This design comes from an exercise in tuning for small area, a short achievable clock period and few clock cycles per item on the open sky130 flow, not from production work.
Function was checked by simulation only, so behaviour that the tests miss may differ from the original.

## flow/config.mk

```make
export PLATFORM = sky130hd
export DESIGN_NAME = tc_frontend
export DESIGN_NICKNAME = tc_frontend
export VERILOG_FILES = /design/flow/design.v
export SDC_FILE = /design/flow/constraint.sdc
export NUM_CORES = 4
export LEC_CHECK = 0
export CAP_MARGIN = 20
export CORE_MARGIN = 2
export CORE_UTILIZATION = 40
export SLEW_MARGIN = 20
```

## flow/constraint.sdc

```tcl
create_clock -name core_clock -period 28.0 [get_ports {clk}]
set_input_delay 5.6000 -clock core_clock [delete_from_list [all_inputs] [get_ports {clk}]]
set_output_delay 5.6000 -clock core_clock [all_outputs]
set_load 0.01 [all_outputs]
```

## flow/design.v

```verilog
module tc_zc (
    input  wire signed [15:0] v,
    input  wire signed [31:0] zero,
    input  wire        [31:0] peak,
    input  wire               positive,
    input  wire               swapped,
    input  wire        [31:0] t,
    input  wire               x,
    input  wire               xing,
    output wire               cand,
    output wire        [31:0] adev,
    output wire        [31:0] tinc,
    output wire signed [31:0] zero_nx,
    output wire        [31:0] peak_nx,
    output wire               positive_nx,
    output wire               swapped_nx
);
    wire signed [15:0] zh = zero[31:16];
    wire        [15:0] zl = zero[15:0];
    wire               zl_nz = |zl;
    wire signed [16:0] d = {zh[15], zh} - {v[15], v};
    wire neg  = !d[16] && ((d[15:0] != 16'd0) || zl_nz);      
    assign cand = positive ? neg : d[16];                       
    wire [15:0] zl_n = ~zl + 16'd1;
    wire [15:0] dh_p = ~d[15:0] + {15'd0, !zl_nz};
    assign adev = neg ? {d[15:0], zl} : {dh_p, zl_n};
    assign tinc = x ? 32'd1 : ((&t) ? t : t + 32'd1);
    wire [31:0] za = {{6{v[15]}}, v, 9'd0, (zero[5:0] == 6'd0)};
    wire [31:0] zb = {{6{~zero[31]}}, ~zero[31:6]};
    wire [31:0] zs = zero ^ za ^ zb;
    wire [31:0] zc = (zero & za) | (zero & zb) | (za & zb);
    assign zero_nx = zs + {zc[30:0], 1'b0};
    assign positive_nx = positive ^ xing;
    assign swapped_nx  = xing | (swapped & (tinc < 32'd3));
    assign peak_nx     = (xing || (adev > peak)) ? adev : peak;
endmodule
module tc_slc (
    input  wire [31:0] sl,
    input  wire [31:0] a0,
    input  wire [31:0] a1,
    input  wire [31:0] peak1,
    output wire [31:0] sl_nx,
    output wire        gate1           
);
    wire [39:0] p = {2'b00, sl, 6'd1};
    wire [39:0] r = {8'd0, a0};
    wire [39:0] q2 = {1'b0, 7'h7f, ~sl};     
    wire [39:0] s0 = p ^ q2 ^ r;
    wire [39:0] k0 = (p & q2) | (p & r) | (q2 & r);
    wire [39:0] c0 = {k0[38:0], 1'b0};
    wire [6:0]  lo6 = {1'b0, s0[5:0]} + {1'b0, c0[5:0]};
    wire        c6  = lo6[6];
    wire [33:0] sh  = s0[39:6];
    wire [33:0] ch  = c0[39:6];
    wire [38:0] b1 = {sh[32:0], 6'b000010};
    wire [38:0] b2 = {ch[32:0], {6{c6}}};
    wire [38:0] b3 = ~{5'd0, sh};
    wire [38:0] b4 = ~{5'd0, ch};
    wire [38:0] b5 = {5'd0, 1'b1, 1'b0, a1};
    wire [38:0] s1 = b1 ^ b2 ^ b3;
    wire [38:0] k1 = (b1 & b2) | (b1 & b3) | (b2 & b3);
    wire [38:0] s2 = b4 ^ b5 ^ s1;
    wire [38:0] k2 = (b4 & b5) | (b4 & s1) | (b5 & s1);
    wire [38:0] u1 = {k1[37:0], 1'b0};
    wire [38:0] u2 = {k2[37:0], 1'b0};
    wire [38:0] s3 = u1 ^ u2 ^ s2;
    wire [38:0] k3 = (u1 & u2) | (u1 & s2) | (u2 & s2);
    wire [38:0] q1 = s3 + {k3[37:0], 1'b0};
    assign sl_nx = q1[37:6];
    wire [41:0] w  = ~({2'b00, peak1, 8'd0} + 42'h08000000000);
    wire [41:0] x0 = {2'b00, s0};
    wire [41:0] x1 = {2'b00, c0};
    wire [41:0] gs = x0 ^ x1 ^ w;
    wire [41:0] gk = (x0 & x1) | (x0 & w) | (x1 & w);
    wire [41:0] gd = gs + {gk[40:0], 1'b1};
    assign gate1 = (peak1 > 32'h00800000) && gd[41];
endmodule
module tc_lg #(parameter N = 16) (
    input  wire [N-1:0] x,
    output wire [9:0]   l
);
    wire [31:0] y0 = {x, {(32-N){1'b0}}};
    wire        z4 = (y0[31:16] == 16'd0);
    wire [31:0] y1 = z4 ? {y0[15:0], 16'd0} : y0;
    wire        z3 = (y1[31:24] == 8'd0);
    wire [31:0] y2 = z3 ? {y1[23:0], 8'd0} : y1;
    wire        z2 = (y2[31:28] == 4'd0);
    wire [31:0] y3 = z2 ? {y2[27:0], 4'd0} : y2;
    wire        z1 = (y3[31:30] == 2'd0);
    wire [31:0] y4 = z1 ? {y3[29:0], 2'd0} : y3;
    wire        z0 = !y4[31];
    wire [31:0] y5 = z0 ? {y4[30:0], 1'd0} : y4;
    wire [4:0]  lz = {z4, z3, z2, z1, z0};
    wire [4:0]  e  = (N - 1) - lz;
    assign l = {e, y5[30:26]};
endmodule
module tc_frontend (
    input  wire               clk,
    input  wire               rst,
    input  wire               in_valid,
    output wire               in_ready,
    input  wire               in_clear,
    input  wire signed [15:0] in_s0,
    input  wire signed [15:0] in_s1,
    input  wire        [4:0]  cfg_w,
    input  wire        [2:0]  cfg_flags,
    input  wire        [15:0] cfg_res,
    input  wire        [23:0] cfg_rate,
    input  wire        [30:0] cfg_pitch,
    output reg                out_valid,
    output wire               ev0_valid,
    output wire               ev0_pol,
    output wire        [31:0] ev0_interval,
    output wire               ev1_valid,
    output wire               ev1_pol,
    output wire        [31:0] ev1_interval,
    output reg                bit_valid,
    output reg                bit_value,
    output wire               forwards,
    output wire        [22:0] bitstream
);
    reg               ir_v, ir_clr;
    reg signed [15:0] ir_a, ir_b;           
    reg        [4:0]  ir_w;
    reg        [2:0]  ir_fl;
    reg        [15:0] ir_R;                 
    reg        [30:0] ir_p;                 
    reg        [23:0] ir_r;
    reg busy;                               
    assign in_ready = !(ir_v && busy);
    wire consume = ir_v && !busy;
    wire frame   = consume && !ir_clr;
    reg signed [31:0] zero0, zero1;
    reg        [31:0] peak0, peak1;
    reg               pos0, pos1, swp0, swp1;
    reg        [31:0] t0, t1;
    reg               x0, x1;
    reg        [9:0]  nt;                   
    reg        [31:0] sl;
    reg               fwd;
    reg        [22:0] window;
    assign ev0_valid    = x0;
    assign ev0_pol      = pos0;
    assign ev0_interval = t0;
    assign ev1_valid    = x1;
    assign ev1_pol      = pos1;
    assign ev1_interval = t1;
    assign forwards     = fwd;
    assign bitstream    = window;
    wire               xp, xs, cand0, cand1, pos0_nx, pos1_nx, swp0_nx, swp1_nx;
    wire        [31:0] adev0, adev1, tinc0, tinc1, peak0_nx, peak1_nx, sl_nx;
    wire signed [31:0] zero0_nx, zero1_nx;
    wire               gate1;
    tc_zc u_zc0 (
        .v(ir_a), .zero(zero0), .peak(peak0), .positive(pos0), .swapped(swp0),
        .t(t0), .x(x0), .xing(xp),
        .cand(cand0), .adev(adev0), .tinc(tinc0), .zero_nx(zero0_nx),
        .peak_nx(peak0_nx), .positive_nx(pos0_nx), .swapped_nx(swp0_nx)
    );
    tc_zc u_zc1 (
        .v(ir_b), .zero(zero1), .peak(peak1), .positive(pos1), .swapped(swp1),
        .t(t1), .x(x1), .xing(xs),
        .cand(cand1), .adev(adev1), .tinc(tinc1), .zero_nx(zero1_nx),
        .peak_nx(peak1_nx), .positive_nx(pos1_nx), .swapped_nx(swp1_nx)
    );
    tc_slc u_slc (
        .sl(sl), .a0(adev0), .a1(adev1), .peak1(peak1),
        .sl_nx(sl_nx), .gate1(gate1)
    );
    wire gate0 = (peak0 > 32'h00800000) && (peak0 > {2'b00, sl[31:2]});
    assign xp = cand0 && gate0 && !swp0;
    assign xs = cand1 && gate1 && !swp1;
    wire fdir   = (xp ? (pos0_nx ^ pos1_nx) : !(pos0_nx ^ pos1_nx)) ^ ir_fl[0];
    wire fwd_nx = (xp || xs) ? fdir : fwd;
    wire bit_rd = xs && (pos0_nx == !ir_fl[2]);
    wire [8:0] T1 = x0 ? 9'd1 : nt[8:0];
    wire [9:0] lT, lR, lP0, lr;
    tc_lg #(.N(9))  u_lT (.x(T1),         .l(lT));
    tc_lg #(.N(16)) u_lR (.x(ir_R),       .l(lR));
    tc_lg #(.N(24)) u_lP (.x(ir_p[23:0]), .l(lP0));
    tc_lg #(.N(24)) u_lr (.x(ir_r),       .l(lr));
    wire        p_zero = (ir_p == 31'd0);
    wire [9:0]  lP     = p_zero ? 10'd512 : lP0;            
    wire [11:0] D      = {2'd0, lT} + {2'd0, lR} + {2'd0, lP} + ~{2'd0, lr} + 12'd1;
    wire fast_ok  = (x0 || !nt[9]) && (ir_R != 16'd0) && (ir_r != 24'd0) && (ir_p[30:24] == 7'd0);
    wire pos_sure = fast_ok && !D[11] && (D >= 12'd452);
    wire neg_sure = fast_ok && (D[11] || (D <= 12'd436));
    wire r_nz     = (ir_r != 24'd0);
    wire known    = xp || pos_sure || neg_sure;
    wire b_fast   = fwd_nx ? (!xp && pos_sure) : (xp ? r_nz : neg_sure);
    wire slow_start = frame && bit_rd && !known;
    reg [31:0] acc;
    reg [1:0]  ph;           
    reg [4:0]  cnt;
    reg [6:0]  xhi;
    reg        big;
    reg [4:0]  sw;           
    wire [30:0] P     = p_zero ? 31'h10000 : ir_p;
    wire [32:0] asum  = {1'b0, acc} + (ir_R[0] ? {2'b0, P} : 33'd0);
    wire [47:0] M     = {acc, ir_R};
    wire        bigM  = (M[47:38] != 10'd0);
    wire [37:0] X     = {xhi, ir_p};
    wire        tb    = t0[cnt];
    wire [38:0] xsum  = {X, 1'b0} + (tb ? {1'b0, M[37:0]} : 39'd0);
    wire        big_nx = big || X[37] || xsum[38] || (tb && bigM);
    wire [24:0] cmp   = {1'b0, X[37:14]} - {1'b0, ir_r};
    wire        x_lt  = cmp[24];
    wire        x_gt  = !cmp[24] && ((cmp[23:0] != 24'd0) || (X[13:0] != 14'd0));
    wire        slow_end = busy && ph[1];
    wire        b_slow   = fwd ? (big || x_gt) : (!big && x_lt);
    wire        wupd  = slow_end || (frame && bit_rd && known);
    wire        wb    = slow_end ? b_slow : b_fast;
    wire        wf    = slow_end ? fwd : fwd_nx;
    wire [4:0]  ww    = slow_end ? sw : ir_w;
    reg  [22:0] mask;
    reg  [22:0] window_nx;
    integer i;
    always @(*) begin
        for (i = 0; i < 23; i = i + 1)
            mask[i] = (i < ww);
        if (wf)
            window_nx = (window >> 1) | ({22'd0, wb} << (ww - 5'd1));
        else
            window_nx = ((window << 1) & mask) | {22'd0, wb};
    end
    always @(posedge clk) begin
        if (rst) begin
            ir_v <= 1'b0;
        end else if (in_ready) begin
            ir_v <= in_valid;
        end
        if (in_ready) begin
            ir_clr <= in_clear;
            ir_a   <= cfg_flags[1] ? in_s1 : in_s0;
            ir_b   <= cfg_flags[1] ? in_s0 : in_s1;
            ir_w   <= cfg_w;
            ir_fl  <= cfg_flags;
        end
        if (!busy && !slow_start) begin
            ir_R <= cfg_res;
            ir_p <= cfg_pitch;
            ir_r <= cfg_rate;
        end else if (busy && ph == 2'd0) begin
            ir_R <= {asum[0], ir_R[15:1]};
            if (cnt == 5'd0) ir_p <= 31'd0;
        end else if (busy && ph == 2'd1) begin
            ir_p <= xsum[30:0];
        end
        if (busy && ph == 2'd0) acc <= asum[32:1];
        else if (slow_start) acc <= 32'd0;
        if (busy && ph == 2'd1) begin
            xhi <= xsum[37:31];
            big <= big_nx;
        end else if (slow_start) begin
            xhi <= 7'd0;
            big <= 1'b0;
        end
        if (slow_start) sw <= ir_w;
        if (rst || (consume && ir_clr)) begin
            zero0 <= 32'sd0;  zero1 <= 32'sd0;
            peak0 <= 32'd0;   peak1 <= 32'd0;
            pos0  <= 1'b0;    pos1  <= 1'b0;
            swp0  <= 1'b0;    swp1  <= 1'b0;
            t0    <= 32'd0;   t1    <= 32'd0;
            x0    <= 1'b0;    x1    <= 1'b0;
            nt    <= 10'd1;
            sl    <= 32'd0;
            fwd   <= 1'b1;
        end else if (frame) begin
            zero0 <= zero0_nx; zero1 <= zero1_nx;
            peak0 <= peak0_nx; peak1 <= peak1_nx;
            pos0  <= pos0_nx;  pos1  <= pos1_nx;
            swp0  <= swp0_nx;  swp1  <= swp1_nx;
            t0    <= tinc0;    t1    <= tinc1;
            x0    <= xp;       x1    <= xs;
            nt    <= x0 ? 10'd2 : (nt[9] ? nt : nt + 10'd1);
            sl    <= sl_nx;
            fwd   <= fwd_nx;
        end
        if (rst || (consume && ir_clr))
            window <= 23'd0;
        else if (wupd)
            window <= window_nx;
        if (rst) begin
            busy <= 1'b0;
            ph   <= 2'd0;
        end else if (slow_start) begin
            busy <= 1'b1;
            ph   <= 2'd0;
            cnt  <= 5'd15;
        end else if (busy) begin
            if (ph == 2'd0) begin
                if (cnt == 5'd0) begin
                    ph  <= 2'd1;
                    cnt <= (t0[31:9] == 23'd0) ? 5'd8 : 5'd31;
                end else
                    cnt <= cnt - 5'd1;
            end else if (ph == 2'd1) begin
                if (cnt == 5'd0)
                    ph <= 2'd2;
                else
                    cnt <= cnt - 5'd1;
            end else
                busy <= 1'b0;
        end
        if (rst)
            out_valid <= 1'b0;
        else
            out_valid <= (frame && !slow_start) || slow_end;
        if (frame) begin
            bit_valid <= bit_rd;
            bit_value <= b_fast;
        end else if (slow_end)
            bit_value <= b_slow;
    end
endmodule
```

## flow/run.sh

```bash
#!/bin/bash
# synth_recipe.tcl (not shown) runs the flow's synth.tcl, then flattens the netlist and writes it again
# the make line also repeats each setting of config.mk as NAME=value (left out here)
make -C /OpenROAD-flow-scripts/flow DESIGN_CONFIG=/design/flow/config.mk WORK_HOME=/design/flow/orfs CLKGATE_MAP_FILE= SYNTH_SCRIPT=/design/flow/synth_recipe.tcl finish
```

==> results.txt <==
==> cells by family (layout without fill, tap and decap cells) <==
family          Yosys count  count (layout)  synth area share
fa+ha+maj               644             644             0.226
flops                   432             432             0.240
xor+xnor                288             288            0.0590
buf+inv                 778             932            0.0688
simple gates           1528            1528             0.175
compound gates         1304            1304             0.197
mux                     127             127            0.0346
==> final cells by class <==
cell class	count	area (um2)	area share
Inverter	587	2200	0.0459
Timing Repair Buffer	241	2340	0.0487
Sequential cell	432	10300	0.214
Clock buffer	77	1560	0.0325
Tap cell	1391	1740	0.0362
Multi-Input combinational cell	3891	29700	0.617
Clock inverter	27	277	0.00575
==> cells in the final DEF (no fill, tap or decap), types with 56 or more instances in the layout <==
master and count:
a211oi_1 71, a21o_1 100, a21oi_1 371, a22oi_1 86, a31oi_1 56, clkbuf_16 57, clkdlybuf4s50_1 209, dfxtp_1 268
edfxtp_1 163, fa_1 214, ha_1 429, inv_1 585, mux2_2 63, nand2_1 303, nand3_1 111, nand4_1 62
nor2_1 487, nor2b_1 90, nor3_1 110, nor4_1 64, o21ai_0 256, xnor2_1 179, xor2_1 109
==> state kept, by name, summed over array words and instances (netlist names), 23 cells and up <==
signal / cells
acc: 32
ir_p: 31
ir_r: 24
peak0: 32
peak1: 32
sl: 32
t0: 32
t1: 32
window: 23
zero0: 32
zero1: 32
==> path summary, 6_finish.rpt <==
kind / from / end / slack, ns / cells after the start
worst min-delay path: ir_w[0] / sw[0] / 0.44 / 0
worst max register to register: ir_a[10] / ir_R[6] / 17.49 / 31
worst max-delay path: ir_a[10] / ir_R[6] / 17.49 / 31
worst min register to register: ir_w[0] / sw[0] / 0.44 / 0
==> metal layers <==
| metal | share of wire | routed length [um] |
|---|---|---|
| met1 | 0.46 | 60100 |
| met2 | 0.46 | 60300 |
| met3 | 0.059 | 7720 |
| met4 | 0.024 | 3210 |
| met5 | 0 | 0 |
==> worst reg2reg max path, delay by kind of cell (launching register included) <==
family,cells,cell delay (ns)
flip-flops,1,0.32
buffers and inverters,6,1.57
adder cells (fa/ha/maj),4,1.91
AO/OA/AOI/OAI,7,2.21
multiplexers,1,0.51
AND/OR/NAND/NOR,12,3.54
XOR/XNOR,1,0.20
==> metrics by stage <==
step	hold WS [ns]	std cells
final	0.439	6646
after global routing	0.450	6646
after CTS	0.438	6646
after detailed placement	0.423	6542
after global placement	0.420	6541
after floorplan	0.417	5101
==> results.ini <==
[run_status]
outcome=no timing/DRC/antenna violations

[floorplanning]
die_w_um=331
fp.dieArea_um2=110000
num_io_pins=211
core_um2=106000
rows=119
start_util=0.405
die_h_um=331

[grt]
track_usage=0.237
busiest_layer=met2
grt_overflow=0
met3_usage=0.0337
grt_max_degree=77
grt_pass1_vias=35800
grtUsageMet1=0.327
grt_pass1_wl_mm=206
antenna_found_initial=0
use_met2=0.387

[critical_path]
crit_slowest_cell=a41oi_1
cp_num_buf_inv=6
cp.arrival_ns=10.91
path_max_fanout=76
startpoint_type=flip-flop
cp.required_ns=28.41
cp-end-kind=flip-flop
cpMostUsedCell=inv_1
critPathMaxStageDelay_ns=0.75
cp_top_family=simple AND/OR/NAND/NOR gates
path_class=reg -> reg

[logic_synthesis]
yosysTopAreaCellShare=0.126
syn_area_um2=42800
synth_edf_count=163
ys_top_cells_by_count=inv_1, nor2_1, ha_1
ys_async_sr_fraction=0
post-synth-top-count-cell=inv_1
synthTopCellsByArea=dfxtp_1, ha_1, edfxtp_1, fa_1, inv_1
synth_ff_type=dfxtp_1
avgSynthCellArea_um2=8.39
synth_cell_type_count=97
netlist_instances=5101
yosys_warnings=1
synth_nets=5859
seq_area_frac_synth=0.240
yosysTopAreaCell=dfxtp_1
ys_seq_elements=432

[drt]
drtAntennaViolNets=0
post_drt_wl_per_cell_um=19.8
route.final.wire_length_mm=131
drtIter0Drc=2934
via_per_inst=5.63
drc_errors=0
drt_first_pass_iters=5
vias=37400

[clocking]
cts_resized=0
htreeDepth=2
numClockSinks=432
cts_tree=built
clk_pin_slew_ns=0.06
clock_latency_ns=0.66
tritoncts.num_buffers=56
cts_setup_buffers=0
clockBufferDepth=3
cts_hold_buf=0
clock-root-buffer=clkbuf_16

[timing]
drv_slew=0
setup_ws_ns=17.49
setup_violations=0
skew_ns=0.0151
fin_tns_setup_ns=0
worstMarginPinSlew_ns=1.07
hold_viol=0
fin_crit_ns=10.51
post-route-period-util=0.375
relSlewSlack=0.283
rsz0062_at_grt=false
clock.fmax_mhz=95.2

[placed_design]
dp_hpwl_mm=102
place_area_um2=46200
port_buffers=210
pre_cts_ws_ns=17.64
place.gp.congestion=0.953

[layout]
stdcell_area_um2=48100
fillCellCount=10400
drive_gt1_frac=0.0504
postLayoutCoreUtil=0.455
antenna_cells=0
areaGrowthSynthToFinish_pct=12.4
finalNetCount=5967

[worst_hold_path]
hp-class=reg -> reg

[job]
drv_cap=0

Testbench counts, summed over its fixed seeds: cycles 160,588, frames 160,000.

-- static timing again, ports no longer ideal --
In the flow no input, the clock included, has a driving cell. The finished layout below was timed again as built, in two steps.
Step 1, drivers: a clkbuf_16 drives clk and a buf_2 each remaining input, both assumed.
Step 2 moves the port delays by t, midway between the first and last clock arrival at a register: inputs arrive t later, outputs are due t later. That takes back most of the time a late clock gives input paths.
Three values: ideal ports, drivers, drivers and shift; two values: the first two.
t (ns): 0.732
setup WS [ns]: 17.494 / 17.494 / 17.494
worst register clock-pin slew, ns: 0.07 / 0.07
After both steps this run still meets setup and hold. The setup slack of this run moves by 0.000 ns with the drivers and by 0.000 ns with both steps.
